Source: an optimization exercise on an open RTL-to-GDS flow (aim: small area, a short achievable clock period and few clock cycles). Production flows keep margins and buffers that such runs may drop. The RTL was checked by simulation tests, not by an equivalence proof against the original design.

==> design/flow/design.v <==
module asim_core (
    input  wire        clk,
    input  wire        rst,           
    output wire        imem_req,
    output wire [31:0] imem_addr,
    input  wire [31:0] imem_rdata,
    input  wire        imem_fault,
    output wire        dmem_req,
    output wire        dmem_we,
    output wire [31:0] dmem_addr,
    output wire [31:0] dmem_wdata,
    input  wire [31:0] dmem_rdata,
    input  wire        dmem_fault,
    output wire        halted,
    output wire        faulted,
    output wire [1:0]  fault_code,
    output wire [31:0] pc_out,
    input  wire [4:0]  dbg_addr,
    output wire [31:0] dbg_rdata
);
    localparam [31:0] RST_WORD     = 32'h0000007B;
    localparam [31:0] HALT_WORD    = 32'h0000007F;
    localparam [31:0] VHALT_WORD   = 32'h00000063;
    localparam [31:0] RVRS_MASK    = 32'hFFF0707F;
    localparam [31:0] RVRS_MATCH   = 32'h0000000B;
    localparam [6:0] OP_REG    = 7'b0110011;
    localparam [6:0] OP_IMM    = 7'b0010011;
    localparam [6:0] OP_LOAD   = 7'b0000011;
    localparam [6:0] OP_STORE  = 7'b0100011;
    localparam [6:0] OP_BRANCH = 7'b1100011;
    localparam [6:0] OP_JALR   = 7'b1100111;
    localparam [6:0] OP_JAL    = 7'b1101111;
    localparam [6:0] OP_LUI    = 7'b0110111;
    localparam [6:0] OP_AUIPC  = 7'b0010111;
    localparam [1:0] X_NONE = 2'd0;
    localparam [1:0] X_HALT = 2'd3;
    reg [31:0] rf [1:31];
    reg [31:1] rv;                
    reg        done;              
    reg        st_fault;
    reg [1:0]  fcode;
    reg [31:0] d_pc;              
    reg        d_valid;
    reg        e_valid;
    reg [31:0] e_pc;
    reg [31:0] e_a, e_b;
    reg        e_fa, e_fb;        
    reg        e_lu;              
    reg        e_mph;             
    reg [11:0] e_imm;             
    reg [31:0] e_pcimm;           
    reg [4:0]  e_rd;
    reg        e_we, e_load, e_store, e_br, e_jal, e_jalr, e_rsti;
    reg        e_useimm, e_inv;
    reg        e_rsum, e_rslt, e_rsltu, e_rlog, e_rsh, e_rmul, e_rpci, e_rlink;
    reg        e_shl, e_rev;
    reg [2:0]  e_f3;
    reg [1:0]  e_exc;
    reg        w_valid;
    reg [31:0] w_pc;
    reg [31:0] w_res;
    reg [4:0]  w_rd;
    reg        w_we, w_load, w_mem, w_rsti;
    reg [1:0]  w_exc;
    function [31:0] rstval;
        input [4:0] r;
        rstval = (r == 5'd2) ? 32'd256 : 32'd0;
    endfunction
    wire [4:0]  d_rs1 = imem_rdata[19:15];
    wire [4:0]  d_rs2 = imem_rdata[24:20];
    wire [4:0]  p1a   = done ? dbg_addr : d_rs1;
    wire [31:0] p1v = (p1a != 5'd0 && rv[p1a])   ? rf[p1a]   : rstval(p1a);
    wire [31:0] p2v = (d_rs2 != 5'd0 && rv[d_rs2]) ? rf[d_rs2] : rstval(d_rs2);
    assign dbg_rdata = p1v;
    wire [31:0] ir = imem_rdata;
    wire [6:0]  op = ir[6:0];
    wire [2:0]  f3 = ir[14:12];
    wire [6:0]  f7 = ir[31:25];
    wire [4:0]  d_rd = ir[11:7];
    wire is_reg   = (op == OP_REG);
    wire is_imm   = (op == OP_IMM);
    wire is_load  = (op == OP_LOAD);
    wire is_store = (op == OP_STORE);
    wire is_br    = (op == OP_BRANCH);
    wire is_jalr  = (op == OP_JALR);
    wire is_jal   = (op == OP_JAL);
    wire is_lui   = (op == OP_LUI);
    wire is_auipc = (op == OP_AUIPC);
    wire is_rsti  = (ir == RST_WORD);
    wire is_rvrs  = ((ir & RVRS_MASK) == RVRS_MATCH);
    reg legal;
    always @(*) begin
        case (op)
            OP_REG:    legal = (f7 == 7'b0000000) ||
                               (f7 == 7'b0100000 && (f3 == 3'b000 || f3 == 3'b111));
            OP_IMM:    legal = (f3 == 3'b000) || (f3 == 3'b011);
            OP_LOAD:   legal = (f3 == 3'b010);
            OP_STORE:  legal = (f3 == 3'b010);
            OP_JALR:   legal = (f3 == 3'b000);
            OP_BRANCH: legal = (f3 != 3'b010) && (f3 != 3'b011);
            OP_LUI, OP_AUIPC, OP_JAL: legal = 1'b1;
            default:   legal = is_rsti || is_rvrs;
        endcase
    end
    wire d_halt = (ir == HALT_WORD) || (ir == VHALT_WORD);
    wire [1:0] d_exc = imem_fault ? 2'd1 : d_halt ? X_HALT : !legal ? 2'd2 : X_NONE;
    wire d_ok = (d_exc == X_NONE);
    wire r_mul = is_reg && f7[5] && (f3 == 3'b111);
    wire r_sub = is_reg && f7[5] && (f3 == 3'b000);
    wire d_we    = d_ok && (d_rd != 5'd0) &&
                   (is_reg || is_imm || is_load || is_lui || is_auipc || is_jal || is_jalr || is_rvrs);
    wire d_use1  = is_reg || is_imm || is_load || is_store || is_br || is_jalr || is_rvrs;
    wire d_use2  = is_reg || is_store || is_br;
    wire [31:0] imm_b = {{19{ir[31]}}, ir[31], ir[7], ir[30:25], ir[11:8], 1'b0};
    wire [31:0] imm_u = {ir[31:12], 12'b0};
    wire [31:0] imm_j = {{11{ir[31]}}, ir[31], ir[19:12], ir[20], ir[30:21], 1'b0};
    wire [31:0] d_pcimm = (is_lui ? 32'd0 : d_pc) +
                          ((is_lui || is_auipc) ? imm_u : is_jal ? imm_j : imm_b);
    wire e_wr1 = e_valid && e_we && (e_rd == d_rs1);
    wire e_wr2 = e_valid && e_we && (e_rd == d_rs2);
    wire e_rs  = e_valid && e_rsti;
    wire w_wr1 = w_valid && w_we && (w_rd == d_rs1);
    wire w_wr2 = w_valid && w_we && (w_rd == d_rs2);
    wire w_rs  = w_valid && w_rsti;
    wire [31:0] w_val = w_load ? dmem_rdata : w_res;
    wire [31:0] d_a = e_rs ? rstval(d_rs1) : w_wr1 ? w_val : w_rs ? rstval(d_rs1) : p1v;
    wire [31:0] d_b = e_rs ? rstval(d_rs2) : w_wr2 ? w_val : w_rs ? rstval(d_rs2) : p2v;
    wire d_fa = e_wr1 && !e_rs;
    wire d_fb = e_wr2 && !e_rs;
    wire d_lu = e_valid && e_load && ((d_use1 && e_wr1) || (d_use2 && e_wr2));
    wire [31:0] a = e_fa ? w_res : e_a;
    wire [31:0] b = e_fb ? w_res : e_b;
    wire        estall = e_valid && (e_lu || (e_rmul && !e_mph));
    wire [31:0] immx = {{20{e_imm[11]}}, e_imm};
    wire [31:0] op2  = e_useimm ? immx : b;
    wire [32:0] sum33 = {1'b0, a} + {1'b0, op2 ^ {32{e_inv}}} + {32'd0, e_inv};
    wire [31:0] sum  = sum33[31:0];
    wire        ltu  = ~sum33[32];
    wire        lt   = (a[31] ^ op2[31]) ? a[31] : sum[31];
    wire        eq   = (a == b);
    wire        cond  = e_f3[2] ? (e_f3[1] ? ltu : lt) : eq;
    wire        taken = e_jal || e_jalr || (e_br && (cond ^ e_f3[0]));
    wire        redirect = e_valid && !estall && taken && !done;
    wire [31:0] target = e_jalr ? sum : e_pcimm;
    function [31:0] rev32;
        input [31:0] x;
        integer k;
        for (k = 0; k < 32; k = k + 1) rev32[k] = x[31 - k];
    endfunction
    wire [31:0] shin  = (e_shl || e_rev) ? rev32(a) : a;
    wire [4:0]  shamt = e_rev ? 5'd0 : b[4:0];
    wire [31:0] shout = shin >> shamt;
    wire [31:0] shres = e_shl ? rev32(shout) : shout;
    reg [31:0] logres;
    always @(*) begin
        case (e_f3[1:0])
            2'b00:   logres = a ^ b;
            2'b10:   logres = a | b;
            default: logres = a & b;
        endcase
    end
    wire [15:0] mb    = e_mph ? b[31:16] : b[15:0];
    wire [31:0] mprod = a * {16'd0, mb};
    wire [31:0] mulres = e_mph ? {w_res[31:16] + mprod[15:0], w_res[15:0]} : mprod;
    wire [31:0] link = e_pc + 32'd4;
    wire [31:0] result =
        ({32{e_rsum}}  & sum) |
        ({32{e_rslt}}  & {31'd0, e_rsltu ? ltu : lt}) |
        ({32{e_rlog}}  & logres) |
        ({32{e_rsh}}   & shres) |
        ({32{e_rmul}}  & mulres) |
        ({32{e_rpci}}  & e_pcimm) |
        ({32{e_rlink}} & link);
    wire w_dfault = w_mem && dmem_fault;
    wire w_term   = w_valid && ((w_exc != X_NONE) || w_dfault);
    wire w_wen    = w_valid && w_we && !(w_load && dmem_fault) && !done;
    wire [31:0] fetch_seq = d_pc + 32'd4;
    wire [31:0] fetch_addr = redirect ? target : (estall ? d_pc : fetch_seq);
    assign imem_req   = 1'b1;
    assign imem_addr  = fetch_addr;
    assign dmem_req   = e_valid && (e_load || e_store) && !estall && !done && !w_term;
    assign dmem_we    = e_store;
    assign dmem_addr  = sum;
    assign dmem_wdata = b;
    assign halted     = done && !st_fault;
    assign faulted    = done && st_fault;
    assign fault_code = fcode;
    assign pc_out     = w_pc;
    always @(posedge clk) begin
        if (w_wen)
            rf[w_rd] <= w_val;
    end
    always @(posedge clk) begin
        if (rst) begin
            rv <= 31'd0;
        end else if (!done) begin
            if (w_valid && w_rsti)
                rv <= 31'd0;
            else if (w_wen)
                rv[w_rd] <= 1'b1;
        end
    end
    always @(posedge clk) begin
        if (rst) begin
            done     <= 1'b0;
            st_fault <= 1'b0;
            fcode    <= 2'd0;
            d_pc     <= 32'hFFFFFFFC;
            d_valid  <= 1'b0;
            e_valid  <= 1'b0;
            w_valid  <= 1'b0;
        end else if (!done) begin
            if (w_term) begin
                done     <= 1'b1;
                st_fault <= (w_exc != X_HALT);
                fcode    <= (w_exc == X_NONE) ? 2'd3 : w_exc;
            end else begin
            d_pc    <= fetch_addr;
            d_valid <= 1'b1;
            if (!estall) begin
                e_valid  <= d_valid && !redirect;
                e_pc     <= d_pc;
                e_a      <= d_a;
                e_b      <= d_b;
                e_fa     <= d_fa;
                e_fb     <= d_fb;
                e_lu     <= d_lu;
                e_mph    <= 1'b0;
                e_imm    <= is_store ? {ir[31:25], ir[11:7]} : ir[31:20];
                e_pcimm  <= d_pcimm;
                e_rd     <= d_rd;
                e_we     <= d_we;
                e_load   <= d_ok && is_load;
                e_store  <= d_ok && is_store;
                e_br     <= d_ok && is_br;
                e_jal    <= d_ok && is_jal;
                e_jalr   <= d_ok && is_jalr;
                e_rsti   <= d_ok && is_rsti;
                e_useimm <= is_imm || is_load || is_store || is_jalr;
                e_inv    <= r_sub || (is_reg && (f3 == 3'b010 || f3 == 3'b011)) ||
                            (is_imm && f3 == 3'b011) || is_br;
                e_rsum   <= (is_reg && f3 == 3'b000) || (is_imm && f3 == 3'b000);
                e_rslt   <= (is_reg && (f3 == 3'b010 || f3 == 3'b011)) || (is_imm && f3 == 3'b011);
                e_rsltu  <= f3[0];
                e_rlog   <= is_reg && (f3 == 3'b100 || f3 == 3'b110 || (f3 == 3'b111 && !f7[5]));
                e_rsh    <= (is_reg && (f3 == 3'b001 || f3 == 3'b101)) || is_rvrs;
                e_shl    <= is_reg && f3 == 3'b001;
                e_rev    <= is_rvrs;
                e_rmul   <= d_ok && r_mul;
                e_rpci   <= is_lui || is_auipc;
                e_rlink  <= is_jal || is_jalr;
                e_f3     <= f3;
                e_exc    <= d_exc;
            end else begin
                e_a   <= e_fa ? w_val : e_a;
                e_b   <= e_fb ? w_val : e_b;
                e_fa  <= 1'b0;
                e_fb  <= 1'b0;
                e_lu  <= 1'b0;
                e_mph <= !e_lu;
            end
            w_valid <= e_valid && !estall;
            w_pc    <= e_pc;
            w_res   <= result;
            w_rd    <= e_rd;
            w_we    <= e_we;
            w_load  <= e_load;
            w_mem   <= e_load || e_store;
            w_rsti  <= e_rsti;
            w_exc   <= e_exc;
            end
        end
    end
endmodule
==> design/flow/run.sh <==
#!/bin/bash
# synth_recipe.tcl (not shown) runs the flow's synth.tcl, then flattens the netlist and writes it again
# the make line also repeats each setting of config.mk as NAME=value (left out here)
make -C /OpenROAD-flow-scripts/flow DESIGN_CONFIG=/design/flow/config.mk WORK_HOME=/design/flow/orfs CLKGATE_MAP_FILE= SYNTH_SCRIPT=/design/flow/synth_recipe.tcl finish
==> design/flow/config.mk <==
export PLATFORM = sky130hd
export DESIGN_NAME = asim_core
export DESIGN_NICKNAME = asim_core
export VERILOG_FILES = /design/flow/design.v
export SDC_FILE = /design/flow/constraint.sdc
export NUM_CORES = 4
export LEC_CHECK = 0
export CAP_MARGIN = 20
export CORE_MARGIN = 2
export CORE_UTILIZATION = 40
export SLEW_MARGIN = 20
==> design/flow/constraint.sdc <==
create_clock -name core_clock -period 12.0 [get_ports {clk}]
set_input_delay 2.4000 -clock core_clock [delete_from_list [all_inputs] [get_ports {clk}]]
set_output_delay 2.4000 -clock core_clock [all_outputs]
set_load 0.01 [all_outputs]
==> flow_summary_export.csv <==
group,metric,value,unit
clock_tree,clock_pin_slew_reported_for_the_worst_setup_and_hold_paths_after_clock_tree_synthesis,0.06,ns
clock_tree,max-clock-path-buffers,3,
sta,worstMarginPinSlew,1.28,ns
setup_path,worst_setup_path_end_kind,"output pin",
grt,first_global_vias,65300,
floorplanning,dieArea,0.215,mm2
setup_path,critical_path_buf_inv_count,3,
sta,fin_worst_hold_slack,0.421,ns
setup_path,required,9.60,ns
sta,post-route-period-util,89.2,%
setup_path,timing.setup.critical_path_class,"primary input to output pin",
clock_tree,cts_resized,0,
setup_path,critPathMaxStageDelay,0.85,ns
floorplanning,effective_utilization_at_floorplan,40.3,%
drt,totalWireLength,331000,um
min_path,worst_hold_path_type,"flip-flop to flip-flop",
clock_tree,ctsRootBufferMaster,"clkbuf_16",
sta,timing.final.crit_period,10.70,ns
clock_tree,cts_sinks,1309,
setup_path,largest_fanout_of_any_net_on_the_critical_path,101,
sta,timing.setup.tns,0,ns
drt,firstDrtPassIters,9,
drt,routedWlPerCell,30.5,um
grt,wire_length_of_the_first_global_routing_pass,471000,um
sta,grt_setup_unrepaired,"no",
grt,grt_use_total,30.0,%
finish,layout_commonest_cell,"nand2_1",
setup_path,slowest_stage,"xnor2_1",
logic_synthesis,number_of_flops_mapped_to_enable_cells_by_yosys,1239,
clock_tree,numCtsBuffers,141,
floorplanning,boundaryPins,240,
finish,areaGrowthSynthToFinish,12.5,%
drt,route.vias.total,68100,
clock_tree,cts_tree,"yes",
logic_synthesis,synthArstFlopShare,0,%
place,io_buffer_count,238,
drt,route.detailed.vias_per_inst,6.27,
clock_tree,cts_post_setup_buffers_inserted,0,
sta,timing.clock.skew,0.0479,ns
setup_path,worst_path_most_repeated_cell,"clkdlybuf4s50_1",
drt,post_route_antenna_net_violation_count,0,
sta,maxSlewViolCount,0,
logic_synthesis,synth_ff_type,"edfxtp_1",
run_status,run_status,"complete, no violations",
logic_synthesis,cells_after_synth,7899,
setup_path,worst-endpoint-arrival,8.30,ns
floorplanning,rows,168,
drt,dr.first_iter.drc_count,9761,
grt,grt_start_max_net_pins,188,
finish,final_net_count,8539,
grt,grt_remaining_overflow,0,
logic_synthesis,netlist-cell-type-count,83,
floorplanning,die_w,463,um
sta,maxClockFrequency,93.5,MHz
logic_synthesis,avgSynthCellArea,10.7,um2
logic_synthesis,synth.ff_latch_count,1309,
clock_tree,insertion_delay,0.82,ns
grt,grt_antenna_before_repair,6,
clock_tree,ctsHtreeMaxLevel,4,
logic_synthesis,yosysSeqAreaShare,45.7,%
setup_path,kind_of_start_point_of_the_critical_path,"primary input",
floorplanning,core_area,0.210,mm2
sta,timing.slew.headroom,14.0,%
logic_synthesis,mappedNetlistArea,0.0844,mm2
finish,final_layout_size_suffix_gt1_share,10.6,%
setup_path,worstPathCellList,"clkdlybuf4s50_1 > mux2_8 > inv_8 > ha_1 > xnor2_1 > mux4_2 > nor2_1 > a2111oi_0 > a21oi_4 > nor3_1 > a41oi_1 > o22ai_1 > clkdlybuf4s50_1",
place,dpl.hpwl,217000,um
place,gp_routability_congestion,1.02,
sta,finalHoldViolCount,0,
logic_synthesis,mappedNetlistNets,8503,
setup_path,cpLargestDelayFamily,"buffers and inverters",
finish,most_frequent_cells_in_the_layout,"nand2_1, edfxtp_1, inv_1",
logic_synthesis,yosysWarnings,1,
clock_tree,holdBufCountCts,0,
floorplanning,die_h,463,um
drt,route.detailed.drc,0,
run,drv_cap,0,
sta,setup_viol_count_final,0,
-- sequential cells by signal, indices dropped and copies added, names as in the netlist, 2 cells and up --
name,flops
w_pc,32
e_a,32
e_exc,2
e_rd,5
e_pc,32
w_exc,2
rv,31
d_pc,32
w_rd,5
e_b,32
e_imm,12
e_f3,3
rf,992
fcode,2
e_pcimm,32
w_res,32
-- final timing paths --
check / depth (start not counted) / slack, ns / end / start
setup / recovery: 13 / 1.30 / dbg_rdata[8] / imem_rdata[15]
setup reg to reg: 29 / 2.70 / w_res[31] / e_fb
hold reg to reg: 0 / 0.42 / w_exc[1] / e_exc[1]
hold / removal: 0 / 0.42 / w_exc[1] / e_exc[1]
-- logic make-up after synthesis --
family / count (synthesis) / synth area share (%)
simple gates: 2822 / 14.4
compound gates: 1357 / 10.8
flops: 1309 / 45.7
buf+inv: 1025 / 4.61
mux: 618 / 11.4
fa+ha+maj: 532 / 10.6
xor+xnor: 235 / 2.44
other cells: 1 / 0.00444
-- stage by stage --
stage	instance area (um2)	setup WS [ns]	std cells	utilization, %
global route	95000	1.06	10900	45.3
global placement	90400	1.58	10600	43.1
floorplan	84400	3.16	7899	-
detailed placement	90400	1.58	10600	43.1
finish	95000	1.30	10900	45.3
CTS	94900	1.49	10900	45.3
-- area by class of cell --
cell class / instances / area [um2]
clock inverter: 85 / 825
antenna: 7 / 17.5
clock buffer: 173 / 3710
timing repair buffer: 458 / 4170
sequential: 1309 / 38600
multi-input combinational: 5565 / 42400
inverter: 460 / 1740
tap: 2805 / 3510
fill: 19200 / 115000
-- cell usage after synthesis (28+ instances only) --
master	count	area share [%]
o21ai_0	253	1.5
xor2_1	74	0.77
nor2_1	485	2.2
a211oi_1	59	0.52
and3_1	226	1.7
nor3_1	137	0.81
xnor2_1	161	1.7
inv_1	451	2.0
clkbuf_1	462	2.1
a21oi_1	358	2.1
nand3_1	161	0.95
mux2i_1	283	3.4
a222oi_1	29	0.34
and2_1	60	0.44
nand2b_1	32	0.24
nand2_1	1567	7.0
nand4_1	34	0.25
fa_1	307	7.3
ha_1	224	3.3
a311oi_1	221	2.3
buf_1	77	0.34
o32ai_1	37	0.38
a31oi_1	80	0.59
o22ai_1	43	0.32
dfxtp_1	70	1.7
o211ai_1	28	0.25
mux4_2	265	7.1
edfxtp_1	1239	44
a21o_1	65	0.58
mux2_2	69	0.92
-- metal layers --
metal	global-route usage (%)	vias to the layer above	part of all wire, %
met2	46.0	4495	44
met5	0	-	0.010
met1	38.6	34000	37
met3	6.15	943	10
li1	-	28700	-
met4	19.8	4	7.7
Testbench counts, summed over its fixed seeds: cycles 48,739.

==> re-timing with driven ports <==
No port has a modelled driver above. Below, the same layout with a new extraction and two added sets of constraints. Step 1: set_driving_cell puts a clkbuf_16 on clk and a buf_2 on each other input, an assumption about the parent block. Step 2 adds t to the input delays and takes it off the output delays; t is the mean of the earliest and latest rising clock arrival at the registers after step 1. Input paths then give back, and output paths get back, about the clock's delay inside the block. Slacks: ideal / step 1 / step 2; pairs: ideal / step 1.
t, ns: 0.884
slack for setup (ns): 1.302 / 1.222 / 1.222
worst setup path after step 2: input to output
After both steps setup and hold are still met in this run. For this run, drivers alone change the setup slack by -0.080 ns; drivers and shift together by -0.080 ns.
